What follows belongs to an exercise in optimizing a design on an open flow for small area, a short achievable clock period and few clock cycles; a production flow would make more cautious choices.
No functional check of the RTL was part of any run shown here.
Power is estimated from default activity; no workload was simulated.

`flow/flow/run.sh`:
```
#!/bin/bash
# Standard layout, with repair_timing aiming for setup slack 11 ns (a
# tighter achieved period) instead of 0.
set -euo pipefail
bash standard.sh SETUP_SLACK_MARGIN=11  finish > run_standard.log 2>&1
```
`flow/standard.sh`:
```
#!/bin/bash
# synth_recipe.tcl (not shown) runs the flow's synth.tcl, then flattens the netlist and writes it again
# the make line also repeats each setting of config.mk as NAME=value (left out here)
make -C /OpenROAD-flow-scripts/flow DESIGN_CONFIG=/design/flow/config.mk WORK_HOME=/design/flow/orfs CLKGATE_MAP_FILE= SYNTH_SCRIPT=/design/flow/synth_recipe.tcl "${@:-finish}"
```
`flow/config.mk`:
```
export PLATFORM = sky130hd
export DESIGN_NAME = cic_core
export DESIGN_NICKNAME = cic_core
export VERILOG_FILES = /design/flow/design.v
export SDC_FILE = /design/flow/constraint.sdc
export NUM_CORES = 4
export LEC_CHECK = 0
export CAP_MARGIN = 20
export CORE_MARGIN = 2
export CORE_UTILIZATION = 40
export SLEW_MARGIN = 20
```
`flow/constraint.sdc`:
```
create_clock -name core_clock -period 15.0 [get_ports {sys_clk}]
set_input_delay 3.0000 -clock core_clock [delete_from_list [all_inputs] [get_ports {sys_clk}]]
set_output_delay 3.0000 -clock core_clock [all_outputs]
set_load 0.01 [all_outputs]
```
`flow/design.v`:
```
module cic_core (
    input  wire sys_clk,
    input  wire block_rst,       
    input  wire dclk_in,         
    input  wire dio_in,          
    input  wire reset_held,      
    input  wire cancel,          
    output reg  dio_drive_low,   
    output reg  terminated,      
    output reg  busy             
);
    localparam [92:0] PRE_BITS =
        93'b111101000111001111110000100001001010001101011111010001110010000001011110010011100101111011000;
    localparam [3:0]
        ST_WAIT  = 4'd0,
        ST_TERM  = 4'd1,
        ST_PRE   = 4'd2,    
        ST_DRAIN = 4'd3,    
        ST_CMD   = 4'd4,    
        ST_CPAD  = 4'd5,    
        ST_CWR   = 4'd6,    
        ST_VMARK = 4'd7,    
        ST_VRD   = 4'd8,    
        ST_VSYNC = 4'd9,    
        ST_VWR   = 4'd10,   
        ST_RACK  = 4'd11,   
        ST_DIE   = 4'd12;   
    reg  [3:0]   st;            
    reg  [6:0]   cnt;           
    reg          wait_act;      
    reg          cap_q;         
    reg          rbit;          
    reg          rst_q;         
    reg          cmd_hi;
    reg  [60:1]  mv;
    reg  [3:0]   p;             
    reg          eng_run;       
    reg          eng_wait;      
    reg          eng_v1;        
    reg          eng_v2;        
    reg          eng_first;     
    reg  [1:0]   eng_rnd;
    reg  [3:0]   eng_x;
    reg  [3:0]   eng_bs;        
    reg  [120:0] ring;
    reg  [6:0]   vw;            
    reg          vpend;         
    reg          vfetch;        
    reg  [3:0]   onib;          
    reg  [3:0]   va_a;
    reg          va_carry;
    wire [3:0] m1  = mv[4:1],   m2  = mv[8:5],   m3  = mv[12:9],  m4  = mv[16:13];
    wire [3:0] m5  = mv[20:17], m6  = mv[24:21], m7  = mv[28:25], m8  = mv[32:29];
    wire [3:0] m9  = mv[36:33], m10 = mv[40:37], m11 = mv[44:41], m12 = mv[48:45];
    wire [3:0] m13 = mv[52:49], m14 = mv[56:53], m15 = mv[60:57];
    function [3:0] add4;
        input [3:0] a, b;
        input       ci;
        reg   [4:0] c;
        integer     i;
        begin
            c[0] = ci;
            for (i = 0; i < 4; i = i + 1) begin
                add4[i] = a[i] ^ b[i] ^ c[i];
                c[i+1]  = (a[i] & b[i]) | (c[i] & (a[i] ^ b[i]));
            end
        end
    endfunction
    wire [3:0] xe  = eng_first ? m15 : eng_x;
    wire [3:0] n1  = add4(m1, xe, 1'b1);
    wire [3:0] n2  = ~add4(n1, m2, 1'b1);
    wire [3:0] t3  = add4(m2, m3, 1'b1);
    wire       ca  = (m2 + m3) < 5'd15;                     
    wire [3:0] n3b = add4(t3, m3, 1'b0);
    wire [3:0] n3  = ca ? t3 : n3b;
    wire [3:0] n4a = add4(m3, m4, 1'b0);
    wire [3:0] n4  = ca ? n4a : add4(n3b, m4, 1'b0);
    wire [3:0] n5a = add4(n4a, m5, 1'b0);
    wire [3:0] n5b = add4({~m4[3], m4[2:0]}, m4[3] ? 4'd0 : m5, 1'b0);
    wire [3:0] n5  = ca ? n5a : n5b;
    wire [3:0] n6  = add4({m5[3] ^ ca, m5[2:0]}, (ca && m5[3]) ? 4'd0 : m6, ~ca);
    wire [3:0] bs  = ca ? m6 : n6;                          
    wire [3:0] n7 = add4(eng_bs, m7, 1'b1);
    wire [3:0] n8 = add4(n7, m8, 1'b1);
    wire [3:0] n9 = add4(n8, m9, 1'b1);
    wire [3:0] n10 = add4(n9, m10, 1'b1);
    wire [3:0] n11 = add4(m10, m11, 1'b1);
    wire [3:0] n12 = add4(n11, m12, 1'b1);
    wire [3:0] n13 = add4(n12, m13, 1'b1);
    wire [3:0] n14 = add4(n13, m14, 1'b1);
    wire [3:0] n15 = add4(n14, m15, 1'b1);
    wire eng_busy = eng_run || eng_wait || eng_v1 || eng_v2;
    wire [3:0] nib  = {ring[2], ring[4], ring[6], ring[8]};
    wire [3:0] va_1 = {va_a[3] ^ ~nib[0], va_a[2:0]};
    wire [3:0] va_2 = va_1[1] ? va_1 : (va_1 + 4'd4);
    wire [3:0] va_3 = va_2 + nib;
    wire [3:0] va_4 = va_carry ? va_3 : (va_3 + 4'd7);
    wire [3:0] va_5 = va_4 + va_3;
    wire [4:0] va_6 = {1'b0, va_5} + {1'b0, va_3} + {4'd0, va_carry};
    wire [3:0] va_7 = ~va_6[3:0];
    wire is_read = (st == ST_DRAIN) || (st == ST_CMD) || (st == ST_CPAD) ||
                   (st == ST_VRD);
    wire can_cap = (st != ST_WAIT) && (st != ST_TERM) && (st != ST_DIE) &&
                   !((st == ST_CWR) && eng_busy) && !vpend && !vfetch;
    reg [3:0] mp;
    always @(*) begin
        case (p)
            4'd1:  mp = m1;   4'd2:  mp = m2;   4'd3:  mp = m3;
            4'd4:  mp = m4;   4'd5:  mp = m5;   4'd6:  mp = m6;
            4'd7:  mp = m7;   4'd8:  mp = m8;   4'd9:  mp = m9;
            4'd10: mp = m10;  4'd11: mp = m11;  4'd12: mp = m12;
            4'd13: mp = m13;  4'd14: mp = m14;  default: mp = m15;
        endcase
    end
    reg wbit;
    always @(*) begin
        case (st)
            ST_PRE:   wbit = PRE_BITS[cnt];
            ST_CWR:   wbit = mp[0];
            ST_VMARK: wbit = ~cnt[0];                        
            ST_VWR:   wbit = onib[3 - cnt[1:0]];
            default:  wbit = 1'b0;                           
        endcase
    end
    wire drive0   = can_cap && !is_read && !wbit;            
    wire capture  = can_cap && !wait_act && !dclk_in;
    wire complete = wait_act && dclk_in;
    wire die_now  = complete && ((st == ST_DIE) ||
                    (cap_q && st == ST_CMD && cnt[0] && !cmd_hi && rbit));
    reg [3:0] st_a;
    reg [6:0] cnt_a;
    reg [3:0] p_a;
    always @(*) begin
        st_a  = st;
        cnt_a = cnt;
        p_a   = p;
        if (eng_v1)
            p_a = (n7 == 4'd0) ? 4'd1 : n7;
        if (cap_q) begin
            cnt_a = cnt + 7'd1;
            case (st)
                ST_PRE:   if (cnt == 7'd92) begin st_a = ST_DRAIN; cnt_a = 7'd0; end
                ST_DRAIN: if (cnt == 7'd7)  begin st_a = ST_CMD;   cnt_a = 7'd0; end
                ST_CMD: begin
                    if (cnt[0]) begin
                        cnt_a = 7'd0;
                        case ({cmd_hi, rbit})
                            2'b00:   st_a = ST_CPAD;
                            2'b01:   st_a = ST_DIE;
                            2'b10:   st_a = ST_VMARK;
                            default: st_a = ST_RACK;
                        endcase
                    end
                end
                ST_CPAD:  st_a = ST_CWR;
                ST_CWR: begin
                    p_a = p + 4'd1;
                    if (p == 4'hF) begin st_a = ST_CMD; cnt_a = 7'd0; end
                    else                 st_a = ST_CPAD;
                end
                ST_VMARK: if (cnt == 7'd7)   begin st_a = ST_VRD;   cnt_a = 7'd0; end
                ST_VRD:   if (cnt == 7'd119) begin st_a = ST_VSYNC; cnt_a = 7'd0; end
                ST_VSYNC: begin st_a = ST_VWR; cnt_a = 7'd0; end
                ST_VWR:   if (cnt == 7'd119) begin st_a = ST_CMD;   cnt_a = 7'd0; end
                ST_RACK:  begin st_a = ST_CMD; cnt_a = 7'd0; end
                default: ;
            endcase
        end
        if (st == ST_WAIT) cnt_a = 7'd0;
    end
    wire kill       = block_rst || cancel;
    wire wait_act_d = !(kill || dclk_in) && (wait_act || can_cap);
    wire dd_d       = !(kill || dclk_in) && (wait_act ? dio_drive_low : drive0);
    wire term_d     = !block_rst && ((st == ST_TERM) || cancel || die_now);
    reg [3:0] st_d;
    always @(*) begin
        if (block_rst)
            st_d = ST_WAIT;
        else if (term_d)
            st_d = ST_TERM;
        else if (st == ST_WAIT)
            st_d = reset_held ? ST_WAIT : ST_PRE;
        else
            st_d = st_a;
    end
    wire eng_start = capture && (st == ST_CMD) && !cnt[0] && !dio_in;
    wire eng_end   = eng_run && (xe == 4'd0);                
    wire eng_run_d  = !block_rst && (eng_start ||
                      (eng_run && !eng_end) || (eng_wait && eng_v2 && !eng_v1));
    wire eng_wait_d = !block_rst && !eng_start &&
                      ((eng_end && eng_rnd != 2'd2) || (eng_wait && !(eng_v2 && !eng_v1)));
    wire eng_v1_d   = !block_rst && eng_run;
    wire eng_v2_d   = !block_rst && eng_v1;
    wire v_al    = (vw == 7'd0);
    wire v_rd    = cap_q && (st == ST_VRD);                  
    wire v_wr    = (v_rd && (v_al || cnt == 7'd0)) || (vpend && v_al);
    wire v_nx    = cap_q && ((st == ST_VSYNC) ||
                   (st == ST_VWR && cnt[1:0] == 2'd3 && cnt != 7'd119));
    wire v_ft    = (v_nx || vfetch) && v_al;                 
    wire vpend_d  = !block_rst && ((v_rd || vpend) && !v_wr);
    wire vfetch_d = !block_rst && ((v_nx || vfetch) && !v_ft);
    always @(posedge sys_clk) begin
        st            <= st_d;
        cnt           <= cnt_a;
        p             <= p_a;
        wait_act      <= wait_act_d;
        dio_drive_low <= dd_d;
        terminated    <= term_d;
        busy          <= ((st_a == ST_CWR) && (eng_run || eng_v1 || eng_wait)) ||
                         ((v_rd || vpend) && !v_wr) || ((v_nx || vfetch) && !v_ft);
        cap_q         <= capture;
        rst_q         <= block_rst;
        eng_run       <= eng_run_d;
        eng_wait      <= eng_wait_d;
        eng_v1        <= eng_v1_d;
        eng_v2        <= eng_v2_d;
        if (capture)
            rbit <= dio_in;
        if (cap_q && st == ST_CMD && !cnt[0])
            cmd_hi <= rbit;
        if (!eng_busy) begin                       
            eng_first <= 1'b1;
            eng_rnd   <= 2'd0;
        end
        if (eng_run) begin
            eng_x     <= xe - 4'd1;
            eng_first <= (xe == 4'd0);
            eng_bs    <= bs;
            if (xe == 4'd0) eng_rnd <= eng_rnd + 2'd1;
        end
        if (eng_run)
            mv[4:1] <= n1;
        else if (cap_q && st == ST_DRAIN && cnt[2])
            mv[4:1] <= {mv[3:1], rbit};               
        if (rst_q)
            mv[24:5] <= 20'hB8F41;                    
        else if (eng_run)
            mv[24:5] <= {n6, n5, n4, n3, n2};
        if (rst_q)
            mv[40:25] <= 16'hDC75;                    
        else if (eng_v1)
            mv[40:25] <= {n10, n9, n8, n7};
        if (rst_q)
            mv[60:41] <= 20'h89E16;                   
        else if (eng_v2)
            mv[60:41] <= {n15, n14, n13, n12, n11};
        ring  <= {v_wr ? rbit : ring[0], ring[120:1]};
        vpend  <= vpend_d;
        vfetch <= vfetch_d;
        if (v_wr)
            vw <= 7'd1;
        else if (v_ft)
            vw <= 7'd7;
        else
            vw <= v_al ? 7'd120 : vw - 7'd1;
        if (v_ft) begin
            onib     <= va_7;
            va_a     <= va_7;
            va_carry <= va_6[4];
        end else if (cap_q && st == ST_CMD) begin
            va_a     <= 4'd5;
            va_carry <= 1'b1;
        end
    end
endmodule
```
==> flow_metrics.py, run 1 <==
metrics = {
    "synth": {
        "synthCells": 969,
        "synth-edff-count": 24,
        "syn_area_per_cell_um2": 10.4,
        "yosysTopAreaCell": "dfxtp_1",
        "ys_warn_count": 1,
        "synth_area_leaders": "dfxtp_1, fa_1, edfxtp_1",
        "ys.flop_type": "dfxtp_1",
        "async_flop_share_pct": 0,
        "ys_seq_elements": 237,
        "ys_seq_area_share_pct": 49.3,
        "syn-num-nets": 1057,
        "yosysUniqueCellTypes": 76,
        "yosysTopAreaCellShare_pct": 42.2,
        "synth_area_um2": 10100,
    },
    "run": {
        "cap_violations": 0,
    },
    "critical_path": {
        "crit_chain": "buf_6",
        "path_delay_family": "flip-flops",
        "cp.required_ns": 12.00,
        "cp_max_fo": 2,
        "startpoint_type": "register",
        "arrival_ns": 0.99,
        "path_class": "reg2out",
        "startpoint": "dio_drive_low",
        "cpPeakStageDelay_ns": 0.36,
        "endpoint_kind": "output port",
        "cp_slowest_cell": "dfxtp_4",
        "worst-path-buf-inv": 1,
        "rr_startpoint": "mv[37]",
    },
    "drt": {
        "drc_errors": 0,
        "dr_total_vias": 6674,
        "drt_iter0_markers": 341,
        "drt-total-wl_um": 18600,
        "via_per_inst": 5.02,
        "antenna_left": 0,
        "wl_per_cell_um": 14.0,
        "dr.pass1.iters": 5,
    },
    "die": {
        "floorplan.initialDensity_pct": 40.5,
        "die_w_um": 163,
        "dieArea_um2": 26500,
        "rows": 58,
        "die_h_um": 163,
        "pin_count": 9,
        "core_region_area_um2": 25000,
    },
    "clock_tree": {
        "h-tree-depth": 1,
        "clock_latency_ns": 0.51,
        "cts_buffer_depth": 3,
        "cts_hold_buffers": 0,
        "cts_buffers": 25,
        "clock-root-buffer": "clkbuf_16",
        "clk_pin_slew_ns": 0.06,
        "cts_tree": "yes",
        "cts_sinks": 237,
    },
    "placement": {
        "hpwlAfterDp_um": 12200,
        "place_congestion": 0.880,
        "port_buffers": 8,
        "dp.cells": 1268,
    },
    "cells_and_area": {
        "nets": 1071,
        "antenna_cells": 0,
        "final_cell_mix": "dfxtp_1, nand2_1, inv_1, nor2_1, o21ai_0",
        "layout_commonest_cell": "dfxtp_1",
        "stdcell_count": 1330,
        "syn_to_final_growth_pct": 14.5,
        "drive_gt1_share_pct": 13.0,
    },
    "sta": {
        "fmax_mhz": 250,
        "finalMaxSlewViolations": 0,
        "fin_setup_tns_ns": 0,
        "tightest_slew_ns": 1.02,
        "finalCriticalPeriod_ns": 3.99,
        "finalSetupViolCount": 0,
        "slew_headroom_pct": 31.0,
        "clock-skew-final_ns": 0.00816,
        "hold_violations": 0,
        "finalCritPeriodShare_pct": 26.6,
        "rsz0062_at_grt": "true",
        "whs_ns": 0.323,
    },
    "min_path": {
        "worstHoldPathType": "reg2reg",
        "hold_start": "ring[18]",
    },
    "global_routing": {
        "overflow": 0,
        "grt_max_degree": 46,
        "antenna_found_initial": 0,
        "grt_pass1_vias": 6395,
        "grt_usage_pct": 14.7,
        "grt_pass1_wl_um": 32000,
    },
    "power": {
        "vdd.ir_drop.worst_mv": 0.0817,
        "p_per_area_nw_per_um2": 114,
        "power_mw": 1.32,
        "cellLeakagePower_nw": 4.58,
    },
    "run_status": {
        "status": "timing/DRC/antenna clean",
    },
}
flip-flops by register name (all words and copies together), names as in the netlist, 7 cells and up:
| name | flops |
|---|---|
| mv | 60 |
| vw | 7 |
| cnt | 7 |
| ring | 121 |
where the power goes:
group	switching, mW	total, mW	internal [mW]
sequential	0.0127	0.663	0.650
clock	0.248	0.621	0.373
combinational	0.0208	0.0395	0.0187
synth_stat cells, drive strengths merged, types with 22 or more instances:
cell,number
a21oi,34
clkbuf,33
dfxtp,213
edfxtp,24
fa,40
ha,42
inv,87
mux2i,24
nand2,91
nand3,22
nor2,64
o21ai,43
xnor2,32
cell families (layout without fill, tap and decap cells):
family          after synthesis  in the layout  synth area share [%]
simple gates                249            249                  11.7
mux                          29             29                  3.05
fa+ha+maj                    82             82                  13.1
compound gates              185            186                  12.6
flops                       237            237                  49.3
xor+xnor                     53             53                  5.01
buf+inv                     134            164                  5.23
layout make-up:
cell class,instances,area [µm²]
Tap cell,330,413
Inverter,88,330
Sequential cell,237,5000
Clock buffer,30,707
Multi-Input combinational cell,599,4720
Clock inverter,14,143
Fill cell,2362,13400
Timing Repair Buffer,32,250
repair_timing:
item,4_1_cts,5_1_grt
endpoints found under the setup margin,15,8
pin swaps,16,25
gates cloned,1,0
setup buffers,7,10
resized for setup,48,19
per-stage QoR:
step / cell area (µm²) / util (%) / setup WS (ns)
2_1_floorplan: 10100 / - / 10.94
3_3_place_gp: 10500 / 41.9 / 10.0
3_5_place_dp: 10500 / 41.9 / 9.92
4_1_cts: 11400 / 45.8 / 10.95
5_1_grt: 11600 / 46.3 / 10.87
6_report: 11600 / 46.3 / 11.01
path summary, 6_finish.rpt:
check | to | slack (ns) | depth (start not counted)
max | dio_drive_low | 11.01 | 1
min | ring[17] | 0.32 | 0
max reg2reg | mv[60] | 11.01 | 13
min reg2reg | ring[17] | 0.32 | 0
per-layer routing:
layer  part of all wire [%]  vias up  wire [µm]  global-route usage, %
li1                       -     3343          -                      -
met1                     50     3152       9300                   21.1
met2                     43      135       8010                   22.3
met3                    4.0       44        744                   2.44
met4                    3.2        0        589                   5.19
met5                      0        -          0                      0
==> run 2, diff against run 1 <==
--- a/flow/design.v
+++ b/flow/design.v
@@ -90,6 +90,8 @@
     wire [3:0] n14 = add4(n13, m14, 1'b1);
     wire [3:0] n15 = add4(n14, m15, 1'b1);
     wire eng_busy = eng_run || eng_wait || eng_v1 || eng_v2;
+    wire p_hi     = (p > 4'd10);
+    wire eng_hold = eng_run || eng_wait || eng_v1 || (eng_v2 && p_hi);
     wire [3:0] nib  = {ring[2], ring[4], ring[6], ring[8]};
     wire [3:0] va_1 = {va_a[3] ^ ~nib[0], va_a[2:0]};
     wire [3:0] va_2 = va_1[1] ? va_1 : (va_1 + 4'd4);
@@ -101,7 +103,7 @@
     wire is_read = (st == ST_DRAIN) || (st == ST_CMD) || (st == ST_CPAD) ||
                    (st == ST_VRD);
     wire can_cap = (st != ST_WAIT) && (st != ST_TERM) && (st != ST_DIE) &&
-                   !((st == ST_CWR) && eng_busy) && !vpend && !vfetch;
+                   !((st == ST_CWR) && eng_hold) && !vpend && !vfetch;
     reg [3:0] mp;
     always @(*) begin
         case (p)
@@ -206,7 +208,7 @@
         wait_act      <= wait_act_d;
         dio_drive_low <= dd_d;
         terminated    <= term_d;
-        busy          <= ((st_a == ST_CWR) && (eng_run || eng_v1 || eng_wait)) ||
+        busy          <= ((st_a == ST_CWR) && (eng_run || eng_wait || (eng_v1 && p_a > 4'd10))) ||
                          ((v_rd || vpend) && !v_wr) || ((v_nx || vfetch) && !v_ft);
         cap_q         <= capture;
         rst_q         <= block_rst;
==> flow/flow/run.sh (replaced) <==
#!/bin/bash
# Standard layout, with repair_timing aiming for setup slack 11 ns (a
# tighter achieved period) instead of 0.
set -euo pipefail
bash standard.sh SETUP_SLACK_MARGIN=11 CTS_CLUSTER_SIZE=30 CTS_CLUSTER_DIAMETER=60 finish > run_standard.log 2>&1
==> run 2 against run 1 <==
Against the previous run:
- routed wire length is 2.5% higher
- global-route usage grew 0.43 points
- total power down 12%
- sequential power is essentially flat
- count of clock-buffer cells in the layout fell by 10
- critical endpoint is now mv[60]
- highest routed layer unchanged
==> flow_metrics.py, run 2 <==
metrics = {
    "synth": {
        "ys.flop_type": "dfxtp_1",
        "syn-num-nets": 1067,
        "async_flop_share_pct": 0,
        "yosysTopAreaCellShare_pct": 41.9,
        "ys_warn_count": 1,
        "yosys.area_share.simple_pct": 11.6,
        "ys_seq_elements": 237,
        "yosysTopAreaCell": "dfxtp_1",
        "synth_common_cells": "dfxtp_1, inv_1, nand2_1, nor2_1, o21ai_0",
        "yosysUniqueCellTypes": 71,
        "synth_compound_area_share_pct": 12.6,
        "synth-edff-count": 24,
        "yosys-mux-area-fraction_pct": 3.36,
        "syn_area_per_cell_um2": 10.4,
        "synth_area_leaders": "dfxtp_1, fa_1, edfxtp_1",
        "synth_area_um2": 10200,
        "yosys.area_share.xor_xnor_pct": 5.24,
        "ys_seq_area_share_pct": 49.0,
        "synthCells": 979,
        "synth_top_family_by_area": "adder cells",
        "synth_fa_ha_area_share_pct": 13.0,
        "post-synth-top-count-cell": "dfxtp_1",
    },
    "sta": {
        "slew_headroom_pct": 32.6,
        "fin_setup_tns_ns": 0,
        "clock-skew-final_ns": 0.0362,
        "finalSetupViolCount": 0,
        "finalCritPeriodShare_pct": 28.1,
        "rsz0062_at_grt": "true",
        "finalCriticalPeriod_ns": 4.21,
        "setup_slack_ns": 10.79,
        "tightest_slew_ns": 1.00,
        "fmax_mhz": 238,
        "hold_violations": 0,
        "finalMaxSlewViolations": 0,
        "whs_ns": 0.325,
    },
    "placement": {
        "port_buffers": 8,
        "placed_area_um2": 10600,
        "place_ws_ns": 10.63,
        "place_congestion": 0.876,
        "hpwlAfterDp_um": 13000,
    },
    "clock_tree": {
        "cts_sinks": 237,
        "cts_tree": "yes",
        "cts_buffer_depth": 3,
        "clock-root-buffer": "clkbuf_16",
        "cts_buffers": 16,
        "h-tree-depth": 1,
        "clock_latency_ns": 0.50,
        "clk_pin_slew_ns": 0.10,
    },
    "die": {
        "floorplan.initialDensity_pct": 40.5,
        "core_region_area_um2": 25100,
        "dieArea_um2": 26700,
        "rows": 58,
        "pin_count": 9,
        "die_w_um": 164,
        "die_h_um": 164,
    },
    "cells_and_area": {
        "syn_to_final_growth_pct": 10.9,
        "largest-register": "ring",
        "nets": 1062,
        "multiInputGateArea_um2": 4770,
        "register_area_um2": 4990,
        "final_cell_mix": "dfxtp_1, inv_1, nand2_1, nor2_1, o21ai_0",
        "fillCellCount": 2439,
        "antenna_cells": 0,
        "largest_reg_flops": 121,
        "drive_gt1_share_pct": 9.46,
        "fin_area_um2": 11300,
        "top_regs": "ring: 121 flops, mv: 60 flops",
        "layout_commonest_cell": "dfxtp_1",
    },
    "drt": {
        "drt_iter0_markers": 354,
        "dr.pass1.iters": 5,
        "drt-total-wl_um": 19100,
        "drc_errors": 0,
        "dr_total_vias": 6614,
        "antenna_left": 0,
        "wl_per_cell_um": 14.5,
        "via_per_inst": 5.04,
    },
    "power": {
        "p_per_area_nw_per_um2": 104,
        "cellLeakagePower_nw": 4.37,
        "vdd.ir_drop.worst_mv": 0.0896,
        "power_mw": 1.17,
    },
    "critical_path": {
        "startpoint_type": "register",
        "endpoint_kind": "register",
        "path_class": "reg2reg",
        "arrival_ns": 4.57,
        "cp_max_fo": 2,
        "cp.required_ns": 15.36,
    },
    "global_routing": {
        "grt_usage_pct": 15.1,
        "grt_max_degree": 45,
        "grt_pass1_vias": 6496,
        "overflow": 0,
        "antenna_found_initial": 0,
        "grt_pass1_wl_um": 33000,
    },
    "run": {
        "cap_violations": 0,
    },
    "run_status": {
        "status": "timing/DRC/antenna clean",
    },
    "min_path": {
        "worstHoldPathType": "reg2reg",
    },
}
[run 2: cell count changes after synthesis, moves of 4 or more]
cell,change
nand2_1,-15
a21oi_1,+9
o21ai_0,+8
inv_1,+6
nand3_1,-5
or2_2,+5
and3_1,-4
clkbuf_1,+4
nand2b_1,+4
o211ai_1,-4
[run 2: final timing paths]
kind / startpoint / end / slack (ns) / cells after the start
max reg2reg: mv[37] / mv[60] / 10.79 / 13
min: ring[22] / ring[21] / 0.33 / 0
min reg2reg: ring[22] / ring[21] / 0.33 / 0
max: mv[37] / mv[60] / 10.79 / 13
[run 2: kinds of logic after synthesis]
group                    after synthesis
AND/OR/NAND/NOR                      242
flip-flops                           237
AO/OA/AOI/OAI                        194
buffers and inverters                138
adder cells (fa/ha/maj)               82
XOR/XNOR                              56
multiplexers                          30
[run 2: cell type report]
| type | instances | share of cell area, % |
|---|---|---|
| Timing Repair Buffer | 22 | 1.84 |
| Clock buffer | 20 | 3.96 |
| Sequential cell | 237 | 44.2 |
| Tap cell | 330 | 3.66 |
| Inverter | 93 | 3.13 |
| Clock inverter | 7 | 0.942 |
| Multi-Input combinational cell | 604 | 42.2 |
[run 2: worst max-delay path, stage by stage (launching register included)]
cell and delay, ns:
dfxtp_2 0.34, inv_2 0.05, ha_4 0.15, fa_1 0.40, fa_1 0.51, inv_1 0.05, fa_1 0.48, fa_1 0.53
fa_2 0.56, inv_1 0.05, fa_2 0.33, xor2_1 0.16, o21ai_1 0.13, or3b_1 0.35
[run 2: routing by layer]
| layer | wire length (µm) | track usage (%) | up-vias |
|---|---|---|---|
| li1 | - | - | 3322 |
| met1 | 9440 | 21.6 | 3177 |
| met2 | 8580 | 24.1 | 87 |
| met3 | 632 | 2.29 | 28 |
| met4 | 449 | 3.67 | 0 |
| met5 | 0 | 0 | - |
[run 2: stage by stage]
stage | util, % | std cells
detailed placement | 42.0 | 1276
floorplan | - | 979
global route | 44.9 | 1313
finish | 44.9 | 1313
CTS | 44.6 | 1309
global placement | 42.0 | 1276
[run 2: report_power, final]
group	switching (mW)	total (mW)	leakage [nW]	internal [mW]
combinational	0.0237	0.0455	2.17	0.0218
clock	0.235	0.460	0.262	0.225
sequential	0.0122	0.662	1.94	0.650
[run 2: repair_timing]
action	CTS	global route
cloned	1	0
endpoints found under the setup margin	9	5
pin swaps	3	6
buffers inserted	5	4
gates resized for setup	24	13
hold buffers	0	0
==> run 3, diff against run 2 <==
==> flow/flow/run.sh (replaced) <==
#!/bin/bash
# Standard layout, with repair_timing aiming for setup slack 11 ns (a
# tighter achieved period) instead of 0.
set -euo pipefail
bash standard.sh SETUP_SLACK_MARGIN=11 CTS_CLUSTER_SIZE=30 CTS_CLUSTER_DIAMETER=60 CORE_UTILIZATION=55 finish > run_standard.log 2>&1
==> run 3 against run 2 <==
Against the previous run:
- core utilization grew 17 points
- clock power grew 3%
- first-iteration DRC count is 5.9% higher
- sequential cell count unchanged
- count of clock-buffer cells in the layout fell by 1
- hold slack improved by 0.0076 ns
==> flow_metrics.py, run 3 <==
metrics = {
    "run_status": {
        "status": "timing/DRC/antenna clean",
    },
    "power": {
        "p_int_mw": 0.916,
        "cellLeakagePower_nw": 4.40,
        "p_comb_share_pct": 4.0,
        "p_per_area_nw_per_um2": 106,
        "clockPowerShare_pct": 40.1,
        "vdd.ir_drop.worst_mv": 0.0602,
        "power_switching_mw": 0.268,
        "power_frac_seq_pct": 55.9,
        "swShare_pct": 22.7,
    },
    "die": {
        "dieArea_um2": 19600,
        "die_w_um": 140,
        "die_h_um": 140,
        "rows": 49,
        "floorplan.initialDensity_pct": 56.3,
        "pin_count": 9,
        "core_region_area_um2": 18100,
    },
    "critical_path": {
        "endpoint_kind": "register",
        "startpoint_type": "register",
        "cp.required_ns": 15.40,
        "cpPeakStageDelay_ns": 0.56,
        "cp_max_fo": 2,
        "path_class": "reg2reg",
        "crit_chain": "inv_2 > ha_4 > fa_1 > inv_1 > fa_2 > fa_2 > fa_2 > fa_2 > inv_1 > fa_2 > xor2_1 > o21ai_1 > or3b_1",
        "cp_slowest_cell": "fa_2",
        "cpMostUsedCell": "fa_2",
        "arrival_ns": 4.55,
    },
    "synth": {
        "yosysTopAreaCellShare_pct": 41.9,
        "synthCells": 979,
        "yosysUniqueCellTypes": 71,
        "async_flop_share_pct": 0,
        "synth_common_cells": "dfxtp_1, inv_1, nand2_1, nor2_1, o21ai_0",
        "ys_seq_elements": 237,
        "syn_area_per_cell_um2": 10.4,
        "synth_area_leaders": "dfxtp_1, fa_1, edfxtp_1",
        "yosysTopAreaCell": "dfxtp_1",
        "ys_seq_area_share_pct": 49.0,
        "syn-num-nets": 1067,
        "post-synth-top-count-cell": "dfxtp_1",
        "synth_area_um2": 10200,
        "ys.flop_type": "dfxtp_1",
        "ys_warn_count": 1,
        "synth-edff-count": 24,
    },
    "drt": {
        "via_per_inst": 5.55,
        "drt-total-wl_um": 19600,
        "drt_iter0_markers": 375,
        "drc_errors": 0,
        "wl_per_cell_um": 16.2,
        "antenna_left": 0,
        "dr_total_vias": 6753,
        "dr.pass1.iters": 5,
    },
    "sta": {
        "finalMaxSlewViolations": 0,
        "rsz0062_at_grt": "true",
        "clock-skew-final_ns": 0.0254,
        "fin_setup_tns_ns": 0,
        "setup_slack_ns": 10.85,
        "finalSetupViolCount": 0,
        "hold_violations": 0,
        "tightest_slew_ns": 0.870,
        "slew_headroom_pct": 41.7,
        "finalCriticalPeriod_ns": 4.15,
        "finalCritPeriodShare_pct": 27.7,
        "fmax_mhz": 241,
    },
    "cells_and_area": {
        "nets": 1066,
        "final_cell_mix": "dfxtp_1, inv_1, nand2_1, nor2_1, o21ai_0",
        "final_util_pct": 61.9,
        "fillCellCount": 1508,
        "multiInputGateArea_um2": 4760,
        "register_area_um2": 4990,
        "top_regs": "ring: 121 flops, mv: 60 flops",
        "antenna_cells": 0,
        "largest-register": "ring",
        "stdcell_count": 1216,
        "largest_reg_flops": 121,
        "syn_to_final_growth_pct": 10.0,
        "layout_commonest_cell": "dfxtp_1",
        "drive_gt1_share_pct": 9.83,
    },
    "global_routing": {
        "overflow": 0,
        "grt_usage_pct": 20.6,
        "grt_pass1_wl_um": 33300,
        "grt_pass1_vias": 6629,
        "grt_max_degree": 44,
        "antenna_found_initial": 0,
    },
    "clock_tree": {
        "cts_tree": "yes",
        "cts_buffers": 17,
        "h-tree-depth": 1,
        "clock-root-buffer": "clkbuf_16",
        "clock_latency_ns": 0.51,
        "cts_sinks": 237,
        "cts_buffer_depth": 3,
        "clk_pin_slew_ns": 0.10,
    },
    "placement": {
        "port_buffers": 8,
        "place_congestion": 0.798,
        "dp.cells": 1176,
        "place_ws_ns": 10.59,
        "hpwlAfterDp_um": 13600,
    },
    "run": {
        "cap_violations": 0,
    },
    "min_path": {
        "worstHoldPathType": "reg2reg",
    },
}
## run 3: area by class of cell
class / count / share of cell area, %
Inverter: 93 / 3.15
Tap cell: 229 / 2.56
Clock inverter: 9 / 1.20
Sequential cell: 237 / 44.6
Timing Repair Buffer: 25 / 2.06
Clock buffer: 19 / 3.95
Multi-Input combinational cell: 604 / 42.5
## run 3: cell families (layout without fill, tap and decap cells)
family	count (synthesis)	count (layout)	synth area share (%)
buffers and inverters	138	146	5.16
AND/OR/NAND/NOR	242	242	11.6
flip-flops	237	237	49.0
AO/OA/AOI/OAI	194	194	12.6
multiplexers	30	30	3.36
adder cells (fa/ha/maj)	82	82	13.0
XOR/XNOR	56	56	5.24
## run 3: what timing repair did
item,4_1_cts,5_1_grt
gates cloned,1,0
hold buffers,0,0
gates resized for setup,21,18
buffers inserted,3,8
endpoints found under the hold margin,0,0
pin swaps,3,10
setup endpoints to repair,9,7
## run 3: worst max-delay path: cells and delay by family, from the launching register on
family / cells / cell delay (ns)
and+or+nand+nor: 1 / 0.34
adders and majority gates: 7 / 2.94
AOI/OAI and AO/OA: 1 / 0.11
buffers and inverters: 3 / 0.15
xor gates and xnor gates: 1 / 0.16
DFF: 1 / 0.35
## run 3: routing by layer
| metal | part of all wire, % | global-route usage, % | vias up |
|---|---|---|---|
| met1 | 49 | 30.0 | 3269 |
| met5 | 0 | 0 | - |
| met3 | 3.7 | 2.91 | 33 |
| met2 | 45 | 32.8 | 112 |
| met4 | 2.0 | 5.10 | 0 |
| li1 | - | - | 3339 |
## run 3: per-stage QoR
| stage | instance area, µm² | hold slack, ns | power (mW) |
|---|---|---|---|
| 6_report | 11200 | 0.333 | 1.18 |
| 5_1_grt | 11200 | 0.341 | 1.22 |
| 4_1_cts | 11100 | 0.335 | 1.20 |
| 3_5_place_dp | 10400 | 0.312 | 0.724 |
| 3_3_place_gp | 10400 | 0.311 | 0.721 |
| 2_1_floorplan | 10200 | 0.310 | 0.710 |
## run 3: power groups by stage
| stage | clock network (mW) | logic, mW | registers (mW) |
|---|---|---|---|
| global placement | 0 | 0.0447 | 0.676 |
| global route | 0.507 | 0.0523 | 0.664 |
| CTS | 0.487 | 0.0471 | 0.662 |
| finish | 0.475 | 0.0468 | 0.662 |
| floorplan | 0 | 0.0388 | 0.672 |
| detailed placement | 0 | 0.0472 | 0.677 |
## run 3: worst paths after layout
check              endpoint  slack [ns]  depth (start not counted)  startpoint
hold / removal    ring[115]        0.33                          0   ring[116]
setup / recovery     mv[60]       10.85                         13      mv[41]
setup reg to reg     mv[60]       10.85                         13      mv[41]
hold reg to reg   ring[115]        0.33                          0   ring[116]
==> run 4, diff against run 3 <==
--- a/flow/design.v
+++ b/flow/design.v
@@ -38,9 +38,9 @@
     reg          eng_wait;      
     reg          eng_v1;        
     reg          eng_v2;        
-    reg          eng_first;     
+    reg          eng_v3;        
     reg  [1:0]   eng_rnd;
-    reg  [3:0]   eng_x;
+    reg  [3:0]   eng_x;         
     reg  [3:0]   eng_bs;        
     reg  [120:0] ring;
     reg  [6:0]   vw;            
@@ -66,32 +66,46 @@
             end
         end
     endfunction
-    wire [3:0] xe  = eng_first ? m15 : eng_x;
+    function cout4;
+        input [3:0] a, b;
+        input       ci;
+        reg   [4:0] c;
+        integer     i;
+        begin
+            c[0] = ci;
+            for (i = 0; i < 4; i = i + 1)
+                c[i+1] = (a[i] & b[i]) | (c[i] & (a[i] ^ b[i]));
+            cout4 = c[4];
+        end
+    endfunction
+    wire [3:0] xe  = eng_x;
     wire [3:0] n1  = add4(m1, xe, 1'b1);
     wire [3:0] n2  = ~add4(n1, m2, 1'b1);
     wire [3:0] t3  = add4(m2, m3, 1'b1);
-    wire       ca  = (m2 + m3) < 5'd15;                     
-    wire [3:0] n3b = add4(t3, m3, 1'b0);
+    wire       ca  = ~cout4(m2, m3, 1'b1);                  
+    wire [3:0] n3b = add4(m2, {m3[2:0], 1'b1}, 1'b0);        
     wire [3:0] n3  = ca ? t3 : n3b;
     wire [3:0] n4a = add4(m3, m4, 1'b0);
     wire [3:0] n4  = ca ? n4a : add4(n3b, m4, 1'b0);
     wire [3:0] n5a = add4(n4a, m5, 1'b0);
     wire [3:0] n5b = add4({~m4[3], m4[2:0]}, m4[3] ? 4'd0 : m5, 1'b0);
     wire [3:0] n5  = ca ? n5a : n5b;
-    wire [3:0] n6  = add4({m5[3] ^ ca, m5[2:0]}, (ca && m5[3]) ? 4'd0 : m6, ~ca);
-    wire [3:0] bs  = ca ? m6 : n6;                          
-    wire [3:0] n7 = add4(eng_bs, m7, 1'b1);
-    wire [3:0] n8 = add4(n7, m8, 1'b1);
-    wire [3:0] n9 = add4(n8, m9, 1'b1);
-    wire [3:0] n10 = add4(n9, m10, 1'b1);
-    wire [3:0] n11 = add4(m10, m11, 1'b1);
+    wire [3:0] n6a = add4({~m5[3], m5[2:0]}, m5[3] ? 4'd0 : m6, 1'b0);
+    wire [3:0] n6b = add4(m5, m6, 1'b1);
+    wire [3:0] n6  = ca ? n6a : n6b;
+    wire [3:0] bs  = ca ? m6 : n6b;                         
+    wire [3:0] n7  = add4(eng_bs, m7, 1'b1);
+    wire [3:0] n8  = add4(n7, m8, 1'b1);
+    wire [3:0] n9  = add4(n8, m9, 1'b1);
+    wire [3:0] n10 = add4(m9, m10, 1'b1);
+    wire [3:0] n11 = add4(n10, m11, 1'b1);
     wire [3:0] n12 = add4(n11, m12, 1'b1);
-    wire [3:0] n13 = add4(n12, m13, 1'b1);
+    wire [3:0] n13 = add4(m12, m13, 1'b1);
     wire [3:0] n14 = add4(n13, m14, 1'b1);
     wire [3:0] n15 = add4(n14, m15, 1'b1);
-    wire eng_busy = eng_run || eng_wait || eng_v1 || eng_v2;
-    wire p_hi     = (p > 4'd10);
-    wire eng_hold = eng_run || eng_wait || eng_v1 || (eng_v2 && p_hi);
+    wire eng_busy = eng_run || eng_wait || eng_v1 || eng_v2 || eng_v3;
+    wire eng_hold = eng_run || eng_wait || eng_v1 ||
+                    (eng_v2 && p >= 4'd10) || (eng_v3 && p >= 4'd13);
     wire [3:0] nib  = {ring[2], ring[4], ring[6], ring[8]};
     wire [3:0] va_1 = {va_a[3] ^ ~nib[0], va_a[2:0]};
     wire [3:0] va_2 = va_1[1] ? va_1 : (va_1 + 4'd4);
@@ -187,12 +201,13 @@
     end
     wire eng_start = capture && (st == ST_CMD) && !cnt[0] && !dio_in;
     wire eng_end   = eng_run && (xe == 4'd0);                
-    wire eng_run_d  = !block_rst && (eng_start ||
-                      (eng_run && !eng_end) || (eng_wait && eng_v2 && !eng_v1));
+    wire eng_rest   = eng_wait && eng_v3 && !eng_v2 && !eng_v1;   
+    wire eng_run_d  = !block_rst && (eng_start || (eng_run && !eng_end) || eng_rest);
     wire eng_wait_d = !block_rst && !eng_start &&
-                      ((eng_end && eng_rnd != 2'd2) || (eng_wait && !(eng_v2 && !eng_v1)));
+                      ((eng_end && eng_rnd != 2'd2) || (eng_wait && !eng_rest));
     wire eng_v1_d   = !block_rst && eng_run;
     wire eng_v2_d   = !block_rst && eng_v1;
+    wire eng_v3_d   = !block_rst && eng_v2;
     wire v_al    = (vw == 7'd0);
     wire v_rd    = cap_q && (st == ST_VRD);                  
     wire v_wr    = (v_rd && (v_al || cnt == 7'd0)) || (vpend && v_al);
@@ -208,7 +223,8 @@
         wait_act      <= wait_act_d;
         dio_drive_low <= dd_d;
         terminated    <= term_d;
-        busy          <= ((st_a == ST_CWR) && (eng_run || eng_wait || (eng_v1 && p_a > 4'd10))) ||
+        busy          <= ((st_a == ST_CWR) && (eng_run || eng_wait ||
+                                                (eng_v1 && p_a >= 4'd10) || (eng_v2 && p >= 4'd13))) ||
                          ((v_rd || vpend) && !v_wr) || ((v_nx || vfetch) && !v_ft);
         cap_q         <= capture;
         rst_q         <= block_rst;
@@ -216,17 +232,19 @@
         eng_wait      <= eng_wait_d;
         eng_v1        <= eng_v1_d;
         eng_v2        <= eng_v2_d;
+        eng_v3        <= eng_v3_d;
         if (capture)
             rbit <= dio_in;
         if (cap_q && st == ST_CMD && !cnt[0])
             cmd_hi <= rbit;
         if (!eng_busy) begin                       
-            eng_first <= 1'b1;
+            eng_x     <= m15;
             eng_rnd   <= 2'd0;
         end
+        if (eng_rest)                              
+            eng_x     <= n15;
         if (eng_run) begin
             eng_x     <= xe - 4'd1;
-            eng_first <= (xe == 4'd0);
             eng_bs    <= bs;
             if (xe == 4'd0) eng_rnd <= eng_rnd + 2'd1;
         end
@@ -239,13 +257,17 @@
         else if (eng_run)
             mv[24:5] <= {n6, n5, n4, n3, n2};
         if (rst_q)
-            mv[40:25] <= 16'hDC75;                    
+            mv[36:25] <= 12'hC75;                     
         else if (eng_v1)
-            mv[40:25] <= {n10, n9, n8, n7};
-        if (rst_q)
-            mv[60:41] <= 20'h89E16;                   
+            mv[36:25] <= {n9, n8, n7};
+        if (rst_q)
+            mv[48:37] <= 12'h16D;                     
         else if (eng_v2)
-            mv[60:41] <= {n15, n14, n13, n12, n11};
+            mv[48:37] <= {n12, n11, n10};
+        if (rst_q)
+            mv[60:49] <= 12'h89E;                     
+        else if (eng_v3)
+            mv[60:49] <= {n15, n14, n13};
         ring  <= {v_wr ? rbit : ring[0], ring[120:1]};
         vpend  <= vpend_d;
         vfetch <= vfetch_d;
==> run 4 against run 3 <==
Against the previous run:
- still clean on timing, DRC and antenna
- worst setup slack better by 0.18 ns
- die area down 0.62%
- clock power up 9.7%
- sequential cell count unchanged
- first-iteration DRC count down 1.9%
- cell count up 0.16%
- combinational power down 16%
- maximum frequency up 4.6%
- global-route usage down 0.38 points
- total power up 3.4%
- sequential share of layout area up 0.66 points
- critical path depth down 12
- largest power group unchanged
- highest routed layer unchanged
==> flow_metrics.py, run 4 <==
metrics = {
    "placement": {
        "place_congestion": 0.940,
        "port_buffers": 8,
        "dp.cells": 1187,
        "place_ws_ns": 10.53,
        "placed_area_um2": 10300,
        "hpwlAfterDp_um": 13200,
    },
    "sta": {
        "whs_ns": 0.333,
        "clock-skew-final_ns": 0.0177,
        "tightest_slew_ns": 0.906,
        "rsz0062_at_grt": "false",
        "finalSetupViolCount": 0,
        "fin_setup_tns_ns": 0,
        "setup_slack_ns": 11.03,
        "slew_headroom_pct": 39.5,
        "finalMaxSlewViolations": 0,
        "finalCriticalPeriod_ns": 3.97,
        "hold_violations": 0,
        "finalCritPeriodShare_pct": 26.5,
        "fmax_mhz": 252,
    },
    "synth": {
        "synthCells": 992,
        "synth_common_cells": "dfxtp_1, inv_1, nand2_1, nor2_1, o21ai_0",
        "post-synth-top-count-cell": "dfxtp_1",
        "ys_seq_elements": 237,
        "syn-num-nets": 1080,
        "yosysTopAreaCell": "dfxtp_1",
        "synth_area_leaders": "dfxtp_1, fa_1, edfxtp_1",
        "yosysTopAreaCellShare_pct": 42.4,
        "ys_warn_count": 1,
        "synth-edff-count": 23,
        "synth_area_um2": 10100,
        "async_flop_share_pct": 0,
        "ys_seq_area_share_pct": 49.2,
        "syn_area_per_cell_um2": 10.2,
        "ys.flop_type": "dfxtp_1",
        "yosysUniqueCellTypes": 71,
    },
    "power": {
        "p_per_area_nw_per_um2": 111,
        "power_mw": 1.22,
        "vdd.ir_drop.worst_mv": 0.140,
        "cellLeakagePower_nw": 4.28,
    },
    "drt": {
        "wl_met1_um": 9040,
        "dr_wl_met3_um": 649,
        "drt_iter0_markers": 368,
        "wl_per_cell_um": 15.7,
        "drt-total-wl_um": 19100,
        "antenna_left": 0,
        "dr_total_vias": 6713,
        "topRoutingLayerUsed": "met4",
        "drc_errors": 0,
        "dr.pass1.iters": 5,
        "met2_length_um": 8950,
        "via_per_inst": 5.51,
    },
    "cells_and_area": {
        "multiInputGateArea_um2": 4590,
        "final_cell_mix": "dfxtp_1, inv_1, nand2_1, nor2_1, o21ai_0",
        "fillCellCount": 1531,
        "stdcell_count": 1218,
        "final_util_pct": 61.0,
        "largest_reg_flops": 121,
        "fin_area_um2": 11000,
        "top_regs": "ring: 121 flops, mv: 60 flops",
        "nets": 1066,
        "drive_gt1_share_pct": 5.66,
        "antenna_cells": 0,
        "layout_commonest_cell": "dfxtp_1",
        "syn_to_final_growth_pct": 8.72,
        "register_area_um2": 4980,
        "largest-register": "ring",
    },
    "clock_tree": {
        "h-tree-depth": 1,
        "clock-root-buffer": "clkbuf_16",
        "cts_tree": "yes",
        "cts_hold_buffers": 0,
        "cts_buffers": 17,
        "clock_latency_ns": 0.50,
        "cts_sinks": 237,
        "cts_buffer_depth": 3,
        "clk_pin_slew_ns": 0.10,
    },
    "run_status": {
        "status": "timing/DRC/antenna clean",
    },
    "die": {
        "pin_count": 9,
        "dieArea_um2": 19500,
        "die_h_um": 140,
        "die_w_um": 140,
        "core_region_area_um2": 18000,
        "rows": 49,
        "floorplan.initialDensity_pct": 56.1,
    },
    "critical_path": {
        "arrival_ns": 0.97,
        "crit_chain": "buf_6",
        "startpoint_type": "register",
        "cp_slowest_cell": "dfxtp_2",
        "worst-path-buf-inv": 1,
        "path_delay_family": "flip-flops",
        "endpoint_kind": "output port",
        "cpPeakStageDelay_ns": 0.37,
        "path_class": "reg2out",
        "cp.required_ns": 12.00,
        "cp_max_fo": 2,
    },
    "global_routing": {
        "grt_pass1_vias": 6553,
        "antenna_found_initial": 0,
        "grt_usage_pct": 20.2,
        "overflow": 0,
        "grt_pass1_wl_um": 32700,
        "grt_max_degree": 50,
    },
    "run": {
        "cap_violations": 0,
    },
    "min_path": {
        "worstHoldPathType": "reg2reg",
    },
}
[run 4: cell count changes after synthesis, sizes merged, moves of 5 or more]
cell    delta
nor3b      +5
o31ai      -5
nor2       +6
buf        +6
mux2i      -7
o211ai     +7
nor3       +8
or2        -5
o21ai      +9
nand2      +9
[run 4: routing by layer]
layer | global-route usage (%) | vias to the layer above
met4 | 5.89 | 0
met1 | 28.4 | 3248
met2 | 32.9 | 119
met5 | 0 | -
li1 | - | 3322
met3 | 2.79 | 24
[run 4: area by class of cell]
class                   count  area share (%)
clock buffers              18            3.99
clock inverters            12            2.09
well taps                 229            2.61
flip-flops and latches    237            45.2
multi-input cells         614            41.8
repair buffers             14            1.08
inverters                  94            3.21
[run 4: report_power, final]
part           internal (mW)  switching, mW
Sequential             0.649         0.0150
Clock                  0.245          0.276
Combinational         0.0179         0.0212
Total                  0.912          0.312
[run 4: what timing repair did]
| item | in CTS | in global routing |
|---|---|---|
| setup buffers | 0 | 1 |
| resized for setup | 13 | 2 |
| setup endpoints to repair | 3 | 2 |
[run 4: final timing paths]
| path | startpoint | slack (ns) | cells after the start | to |
|---|---|---|---|---|
| worst min register to register | ring[84] | 0.33 | 0 | ring[83] |
| worst max-delay path | dio_drive_low | 11.03 | 1 | dio_drive_low |
| worst max register to register | va_a[0] | 11.29 | 12 | va_a[3] |
| worst min-delay path | ring[84] | 0.33 | 0 | ring[83] |
[run 4: logic make-up (layout without fill, tap and decap cells)]
group,count (synthesis),in the layout,share of synthesized area [%]
and+or+nand+nor,260,260,12.6
DFF,237,237,49.2
AOI/OAI and AO/OA,194,194,12.4
buffers and inverters,141,138,5.41
adders and majority gates,82,82,13.2
xor gates and xnor gates,54,54,4.68
muxes,24,24,2.57
==> run 5, diff against run 4 <==
==> flow/flow/run.sh (replaced) <==
#!/bin/bash
# Standard layout, with repair_timing aiming for setup slack 11 ns (a
# tighter achieved period) instead of 0.
set -euo pipefail
bash standard.sh SETUP_SLACK_MARGIN=11  finish > run_standard.log 2>&1
==> run 5 against run 4 <==
Against the previous run:
- combinational power is 3% lower
- sequential power hardly changed
- clock power is 14% higher
- cell count is 9.4% higher
- worst setup slack worse by 0.0031 ns
- global-route usage is 5.7 points lower
- sequential share of layout area is 0.99 points lower
- routed wire length is 2.6% lower
- first-iteration DRC count is 31% higher
- critical path type unchanged
- critical endpoint unchanged
- highest routed layer unchanged
==> flow_metrics.py, run 5 <==
metrics = {
    "run_status": {
        "status": "timing/DRC/antenna clean",
    },
    "critical_path": {
        "path_class": "reg2out",
        "cp.required_ns": 12.00,
        "startpoint_type": "register",
        "worst-path-buf-inv": 1,
        "arrival_ns": 0.97,
        "reg2reg_to": "eng_x[3]",
        "rr_startpoint": "mv[45]",
        "reg2reg_slack_ns": 11.35,
        "path_depth": 1,
        "startpoint": "dio_drive_low",
        "endpoint_kind": "output port",
        "cpPeakStageDelay_ns": 0.34,
        "cp_max_fo": 2,
        "crit_end": "dio_drive_low",
        "cp_slowest_cell": "dfxtp_2",
        "reg2reg_depth": 13,
        "crit_chain": "buf_6",
        "path_delay_family": "flip-flops",
    },
    "sta": {
        "rsz0062_at_grt": "true",
        "finalSetupViolCount": 0,
        "slew_headroom_pct": 30.4,
        "fmax_mhz": 252,
        "finalMaxSlewViolations": 0,
        "tightest_slew_ns": 1.03,
        "clock-skew-final_ns": 0.0127,
        "setup_slack_ns": 11.03,
        "finalCriticalPeriod_ns": 3.97,
        "hold_violations": 0,
        "whs_ns": 0.315,
        "fin_setup_tns_ns": 0,
        "finalCritPeriodShare_pct": 26.5,
    },
    "cells_and_area": {
        "top_regs": "ring: 121 flops, mv: 60 flops",
        "fillCellCount": 2378,
        "drive_gt1_share_pct": 6.29,
        "largest-register": "ring",
        "syn_to_final_growth_pct": 11.2,
        "largest_reg_flops": 121,
        "fin_area_um2": 11200,
        "layout_commonest_cell": "dfxtp_1",
        "final_cell_mix": "dfxtp_1, inv_1, nand2_1, nor2_1, o21ai_0",
        "nets": 1071,
        "antenna_cells": 0,
        "stdcell_count": 1332,
    },
    "global_routing": {
        "grt_pass1_wl_um": 31900,
        "overflow": 0,
        "grt_pass1_vias": 6346,
        "grt_usage_pct": 14.5,
        "antenna_found_initial": 0,
        "grt_max_degree": 50,
    },
    "die": {
        "die_h_um": 163,
        "pin_count": 9,
        "dieArea_um2": 26600,
        "core_region_area_um2": 25000,
        "die_w_um": 163,
        "rows": 58,
        "floorplan.initialDensity_pct": 40.4,
    },
    "synth": {
        "ys_seq_elements": 237,
        "yosys.area_share.xor_xnor_pct": 4.68,
        "syn_area_per_cell_um2": 10.2,
        "synth-edff-count": 23,
        "synth_area_um2": 10100,
        "syn-num-nets": 1080,
        "post-synth-top-count-cell": "dfxtp_1",
        "synth_fa_ha_area_share_pct": 13.2,
        "yosys.area_share.simple_pct": 12.6,
        "ys_warn_count": 1,
        "yosysUniqueCellTypes": 71,
        "synth_compound_area_share_pct": 12.4,
        "synth_top_family_by_area": "adder cells",
        "yosysTopAreaCell": "dfxtp_1",
        "synth_common_cells": "dfxtp_1, inv_1, nand2_1, nor2_1, o21ai_0",
        "yosysTopAreaCellShare_pct": 42.4,
        "yosys-mux-area-fraction_pct": 2.57,
        "ys.flop_type": "dfxtp_1",
        "async_flop_share_pct": 0,
        "ys_seq_area_share_pct": 49.2,
        "synthCells": 992,
        "synth_area_leaders": "dfxtp_1, fa_1, edfxtp_1",
    },
    "run": {
        "cap_violations": 0,
    },
    "drt": {
        "dr.pass1.iters": 5,
        "wl_per_cell_um": 14.0,
        "drt-total-wl_um": 18600,
        "antenna_left": 0,
        "drt_iter0_markers": 482,
        "drc_errors": 0,
        "dr_total_vias": 6592,
        "via_per_inst": 4.95,
    },
    "clock_tree": {
        "cts_buffers": 25,
        "h-tree-depth": 1,
        "cts_sinks": 237,
        "cts_tree": "yes",
        "clock-root-buffer": "clkbuf_16",
        "clk_pin_slew_ns": 0.06,
        "cts_buffer_depth": 3,
        "clock_latency_ns": 0.52,
    },
    "power": {
        "vdd.ir_drop.worst_mv": 0.123,
        "p_per_area_nw_per_um2": 115,
        "cellLeakagePower_nw": 4.34,
    },
    "min_path": {
        "worstHoldPathType": "reg2reg",
    },
    "placement": {
        "hpwlAfterDp_um": 12500,
        "place_congestion": 0.870,
        "port_buffers": 8,
        "dp.cells": 1286,
        "placed_area_um2": 10400,
        "place_ws_ns": 10.53,
    },
}
-- run 5: cell counts after synthesis --
No cell type changed its count.
-- run 5: through the flow --
step                      util [%]  total power, mW
after floorplan                  -            0.705
after global routing          44.9             1.35
final                         44.9             1.30
after detailed placement      41.7            0.716
after CTS                     44.9             1.32
after global placement        41.7            0.716
-- run 5: layout make-up --
| type | instances | area, µm² | share of cell area (%) |
|---|---|---|---|
| Multi-Input combinational cell | 614 | 4590 | 40.8 |
| Clock inverter | 7 | 62.6 | 0.556 |
| Tap cell | 330 | 413 | 3.67 |
| Clock buffer | 39 | 749 | 6.66 |
| Sequential cell | 237 | 4980 | 44.3 |
| Inverter | 94 | 353 | 3.14 |
| Timing Repair Buffer | 11 | 100 | 0.890 |
-- run 5: cells by family after synthesis --
| group | after synthesis |
|---|---|
| simple gates | 260 |
| flops | 237 |
| compound gates | 194 |
| buf+inv | 141 |
| fa+ha+maj | 82 |
| xor+xnor | 54 |
| mux | 24 |
-- run 5: worst min-delay path by stage --
| stage | start | to | slack [ns] | depth (start not counted) |
|---|---|---|---|---|
| floorplan | ring[1] | ring[0] | 0.31 | 0 |
| global placement | ring[29] | ring[28] | 0.31 | 0 |
| detailed placement | ring[118] | ring[117] | 0.31 | 0 |
| CTS | ring[119] | ring[118] | 0.31 | 0 |
| global route | ring[116] | ring[115] | 0.33 | 0 |
| finish | ring[116] | ring[115] | 0.32 | 0 |
-- run 5: report_power, final --
group	total, mW	leakage [nW]	switching, mW	internal [mW]
registers	0.665	1.94	0.0152	0.650
logic	0.0380	2.00	0.0203	0.0178
clock network	0.596	0.398	0.248	0.348
total	1.30	4.34	0.283	1.02
-- run 5: metal layers --
layer | vias up | share of wire, % | GRT usage [%] | wire length [µm]
li1 | 3330 | - | - | -
met1 | 3107 | 51 | 21.6 | 9480
met2 | 131 | 43 | 22.0 | 7950
met3 | 24 | 4.3 | 2.51 | 805
met4 | 0 | 1.9 | 3.58 | 356
met5 | - | 0 | 0 | 0
-- run 5: what timing repair did --
action	4_1_cts	5_1_grt
gates resized for setup	14	3
setup endpoints to repair	3	2
hold endpoints to repair	0	0
setup buffers	0	0
hold buffers	0	0
==> run 6, diff against run 5 <==
--- a/flow/design.v
+++ b/flow/design.v
@@ -13,7 +13,7 @@
         93'b111101000111001111110000100001001010001101011111010001110010000001011110010011100101111011000;
     localparam [3:0]
         ST_WAIT  = 4'd0,
-        ST_TERM  = 4'd1,
+        ST_TERM  = 4'd1,    
         ST_PRE   = 4'd2,    
         ST_DRAIN = 4'd3,    
         ST_CMD   = 4'd4,    
@@ -108,15 +108,14 @@
                     (eng_v2 && p >= 4'd10) || (eng_v3 && p >= 4'd13);
     wire [3:0] nib  = {ring[2], ring[4], ring[6], ring[8]};
     wire [3:0] va_1 = {va_a[3] ^ ~nib[0], va_a[2:0]};
-    wire [3:0] va_2 = va_1[1] ? va_1 : (va_1 + 4'd4);
-    wire [3:0] va_3 = va_2 + nib;
-    wire [3:0] va_4 = va_carry ? va_3 : (va_3 + 4'd7);
-    wire [3:0] va_5 = va_4 + va_3;
-    wire [4:0] va_6 = {1'b0, va_5} + {1'b0, va_3} + {4'd0, va_carry};
+    wire [3:0] va_2 = {va_1[3] ^ (va_1[2] & ~va_1[1]), va_1[2] ^ ~va_1[1], va_1[1:0]};
+    wire [3:0] va_3 = add4(va_2, nib, 1'b0);
+    wire [3:0] va_5 = add4({va_3[2:0], 1'b0}, va_carry ? 4'd0 : 4'd7, 1'b0);
+    wire [4:0] va_6 = {cout4(va_5, va_3, va_carry), add4(va_5, va_3, va_carry)};
     wire [3:0] va_7 = ~va_6[3:0];
     wire is_read = (st == ST_DRAIN) || (st == ST_CMD) || (st == ST_CPAD) ||
                    (st == ST_VRD);
-    wire can_cap = (st != ST_WAIT) && (st != ST_TERM) && (st != ST_DIE) &&
+    wire can_cap = !terminated && !rst_q && (st != ST_WAIT) && (st != ST_DIE) &&
                    !((st == ST_CWR) && eng_hold) && !vpend && !vfetch;
     reg [3:0] mp;
     always @(*) begin
@@ -182,23 +181,13 @@
                 default: ;
             endcase
         end
-        if (st == ST_WAIT) cnt_a = 7'd0;
+        if (st == ST_WAIT || rst_q) cnt_a = 7'd0;
     end
     wire kill       = block_rst || cancel;
     wire wait_act_d = !(kill || dclk_in) && (wait_act || can_cap);
     wire dd_d       = !(kill || dclk_in) && (wait_act ? dio_drive_low : drive0);
-    wire term_d     = !block_rst && ((st == ST_TERM) || cancel || die_now);
-    reg [3:0] st_d;
-    always @(*) begin
-        if (block_rst)
-            st_d = ST_WAIT;
-        else if (term_d)
-            st_d = ST_TERM;
-        else if (st == ST_WAIT)
-            st_d = reset_held ? ST_WAIT : ST_PRE;
-        else
-            st_d = st_a;
-    end
+    wire term_d     = !block_rst && (terminated || cancel || die_now);
+    wire [3:0] st_d = (rst_q || st == ST_WAIT) ? (reset_held ? ST_WAIT : ST_PRE) : st_a;
     wire eng_start = capture && (st == ST_CMD) && !cnt[0] && !dio_in;
     wire eng_end   = eng_run && (xe == 4'd0);                
     wire eng_rest   = eng_wait && eng_v3 && !eng_v2 && !eng_v1;   
@@ -226,7 +215,7 @@
         busy          <= ((st_a == ST_CWR) && (eng_run || eng_wait ||
                                                 (eng_v1 && p_a >= 4'd10) || (eng_v2 && p >= 4'd13))) ||
                          ((v_rd || vpend) && !v_wr) || ((v_nx || vfetch) && !v_ft);
-        cap_q         <= capture;
+        cap_q         <= capture && !block_rst;
         rst_q         <= block_rst;
         eng_run       <= eng_run_d;
         eng_wait      <= eng_wait_d;
==> flow/flow/run.sh (replaced) <==
#!/bin/bash
# Standard layout, with repair_timing aiming for setup slack 11 ns (a
# tighter achieved period) instead of 0.
set -euo pipefail
bash standard.sh SETUP_SLACK_MARGIN=11 CTS_CLUSTER_SIZE=30 CTS_CLUSTER_DIAMETER=60 CORE_UTILIZATION=55 finish > run_standard.log 2>&1
==> run 6 against run 5 <==
Against the previous run:
- combinational power grew 38%
- sequential share of layout area rose by 1.9 points
- register-to-register slack better by 0.05 ns
- die area is 28% lower
- clock power shrank 15%
- largest power group unchanged
==> flow_metrics.py, run 6 <==
metrics = {
    "sta": {
        "clock-skew-final_ns": 0.0429,
        "finalSetupViolCount": 0,
        "finalCritPeriodShare_pct": 26.2,
        "finalCriticalPeriod_ns": 3.93,
        "tightest_slew_ns": 0.835,
        "hold_violations": 0,
        "finalMaxSlewViolations": 0,
        "setup_slack_ns": 11.07,
        "fmax_mhz": 255,
        "slew_headroom_pct": 44.3,
        "rsz0062_at_grt": "false",
        "fin_setup_tns_ns": 0,
    },
    "critical_path": {
        "reg2reg_depth": 13,
        "cpPeakStageDelay_ns": 0.32,
        "arrival_ns": 0.93,
        "crit_chain": "buf_2",
        "startpoint_type": "register",
        "cp.required_ns": 12.00,
        "worst-path-buf-inv": 1,
        "path_class": "reg2out",
        "path_delay_family": "flip-flops",
        "cp_slowest_cell": "dfxtp_2",
        "cp_max_fo": 2,
        "endpoint_kind": "output port",
        "path_depth": 1,
    },
    "clock_tree": {
        "clock-root-buffer": "clkbuf_16",
        "clock_latency_ns": 0.52,
        "h-tree-depth": 1,
        "cts_tree": "yes",
        "cts_sinks": 237,
        "cts_buffers": 18,
        "cts_buffer_depth": 3,
        "clk_pin_slew_ns": 0.10,
        "cts_hold_buffers": 0,
    },
    "die": {
        "dieArea_um2": 19100,
        "rows": 49,
        "floorplan.initialDensity_pct": 55.5,
        "die_h_um": 138,
        "die_w_um": 138,
        "core_region_area_um2": 17800,
        "pin_count": 9,
    },
    "synth": {
        "synth_top_family_by_area": "adder cells",
        "synth_fa_ha_area_share_pct": 13.7,
        "synth_area_um2": 9910,
        "ys_seq_elements": 237,
        "yosys.area_share.xor_xnor_pct": 4.36,
        "synth_area_leaders": "dfxtp_1, fa_1, edfxtp_1",
        "syn_area_per_cell_um2": 10.4,
        "syn-num-nets": 1038,
        "post-synth-top-count-cell": "dfxtp_1",
        "async_flop_share_pct": 0,
        "yosys.area_share.simple_pct": 11.1,
        "ys.flop_type": "dfxtp_1",
        "ys_seq_area_share_pct": 50.2,
        "synthCells": 950,
        "synth_compound_area_share_pct": 12.5,
        "ys_warn_count": 1,
        "synth-edff-count": 23,
        "synth_common_cells": "dfxtp_1, inv_1, nand2_1, nor2_1, o21ai_0",
        "yosys-mux-area-fraction_pct": 2.79,
        "yosysUniqueCellTypes": 68,
        "yosysTopAreaCellShare_pct": 43.2,
        "yosysTopAreaCell": "dfxtp_1",
    },
    "placement": {
        "hpwlAfterDp_um": 13200,
        "placed_area_um2": 10100,
        "port_buffers": 8,
        "place_ws_ns": 10.39,
        "dp.cells": 1149,
        "place_congestion": 0.877,
    },
    "cells_and_area": {
        "largest_reg_flops": 121,
        "largest-register": "ring",
        "antenna_cells": 0,
        "final_cell_mix": "dfxtp_1, inv_1, nand2_1, nor2_1, o21ai_0",
        "fillCellCount": 1536,
        "multiInputGateArea_um2": 4400,
        "stdcell_count": 1180,
        "register_area_um2": 4980,
        "nets": 1029,
        "drive_gt1_share_pct": 5.78,
        "fin_area_um2": 10800,
        "syn_to_final_growth_pct": 8.89,
        "top_regs": "ring: 121 flops, mv: 60 flops",
        "layout_commonest_cell": "dfxtp_1",
    },
    "global_routing": {
        "grt_usage_pct": 20.7,
        "grt_pass1_vias": 6492,
        "antenna_found_initial": 0,
        "grt_pass1_wl_um": 33300,
        "grt_max_degree": 50,
        "overflow": 0,
    },
    "min_path": {
        "worstHoldPathType": "reg2reg",
        "whs_path_depth": 0,
    },
    "power": {
        "vdd.ir_drop.worst_mv": 0.129,
        "p_per_area_nw_per_um2": 113,
        "cellLeakagePower_nw": 4.17,
        "power_mw": 1.22,
    },
    "drt": {
        "dr.pass1.iters": 5,
        "drt-total-wl_um": 19300,
        "drc_errors": 0,
        "wl_per_cell_um": 16.4,
        "dr_total_vias": 6500,
        "antenna_left": 0,
        "via_per_inst": 5.51,
        "drt_iter0_markers": 353,
    },
    "run": {
        "cap_violations": 0,
    },
    "run_status": {
        "status": "timing/DRC/antenna clean",
    },
}
## run 6: cell types whose count changed after synthesis, sizes merged, moves of 5 or more
cell,delta
clkbuf,+5
xnor2,-13
buf,-8
nor2,-5
mux2i,+5
nor2b,-7
nand2,-9
## run 6: area by class of cell
type | instances | area share (%)
flip-flops and latches | 237 | 46.1
multi-input cells | 572 | 40.8
clock buffers | 18 | 4.17
inverters | 97 | 3.37
well taps | 229 | 2.66
clock inverters | 12 | 1.75
repair buffers | 15 | 1.10
## run 6: cell families after synthesis
| kind of cell | Yosys count |
|---|---|
| AO/OA/AOI/OAI | 189 |
| XOR/XNOR | 46 |
| adder cells (fa/ha/maj) | 82 |
| buffers and inverters | 141 |
| flip-flops | 237 |
| multiplexers | 26 |
| AND/OR/NAND/NOR | 229 |
## run 6: report_power, final
part           switching, mW  leakage (nW)  total (mW)  internal [mW]
Sequential            0.0135          1.94       0.664          0.650
Clock                  0.264         0.305       0.508          0.244
Combinational         0.0294          1.92      0.0524         0.0229
## run 6: through the flow
stage / util, % / hold slack, ns
2_1_floorplan: - / 0.310
3_3_place_gp: 56.9 / 0.312
3_5_place_dp: 56.9 / 0.312
4_1_cts: 60.5 / 0.281
5_1_grt: 60.5 / 0.281
6_report: 60.5 / 0.293
## run 6: path summary, 6_finish.rpt
check / startpoint / endpoint / slack (ns)
setup / recovery: dio_drive_low / dio_drive_low / 11.07
hold reg to reg: ring[13] / ring[12] / 0.29
hold / removal: ring[13] / ring[12] / 0.29
setup reg to reg: mv[49] / eng_x[3] / 11.40
## run 6: per-layer routing
layer	wire length, µm	vias to the layer above	track usage (%)
met4	407	0	4.83
met2	8580	114	31.9
met3	667	36	2.60
met1	9690	3152	31.5
li1	-	3198	-
met5	0	-	0
## run 6: repair_timing
action	in CTS	in global routing
setup buffers	0	1
setup endpoints to repair	5	2
gates resized for setup	16	2

static timing again, ports no longer ideal:
How much do the figures lean on ideal ports? The routed layouts below were timed once more, with nothing changed but the port constraints.
Step 1 (the two cells are an assumption about what drives the block):
set clk [get_ports {sys_clk}]
set_driving_cell -lib_cell sky130_fd_sc_hd__clkbuf_16 $clk
set_driving_cell -lib_cell sky130_fd_sc_hd__buf_2 [delete_from_list [all_inputs] $clk]
Step 2 adds t to the input delays and takes it off the output delays; t is the mean of the earliest and latest rising clock arrival at the registers after step 1. Input paths then give back, and output paths get back, about the clock's delay inside the block.
Three values: ideal, step 1, step 2; two values: the first two.
| run | shift t [ns] | setup WS [ns] | worst setup path after step 2 | slew at the worst register clock pin (ns) | worst slew at a driven data input, ns |
|---|---|---|---|---|---|
| run 1 | 0.552 | 11.007 / 10.960 / 10.525 | input to register | 0.06 / 0.06 | 0.05 |
| run 2 | 0.532 | 10.792 / 10.792 / 10.615 | input to register | 0.10 / 0.10 | 0.03 |
| run 3 | 0.536 | 10.849 / 10.849 / 10.525 | input to register | 0.10 / 0.10 | 0.03 |
| run 4 | 0.545 | 11.030 / 10.980 / 10.600 | input to register | 0.10 / 0.10 | 0.03 |
| run 5 | 0.562 | 11.027 / 10.981 / 10.502 | input to register | 0.06 / 0.06 | 0.07 |
| run 6 | 0.545 | 11.073 / 11.027 / 10.601 | input to register | 0.10 / 0.10 | 0.03 |
After both steps every run listed still meets setup and hold. For run 5, which loses most, drivers alone change the setup slack by -0.046 ns; drivers and shift together by -0.525 ns.
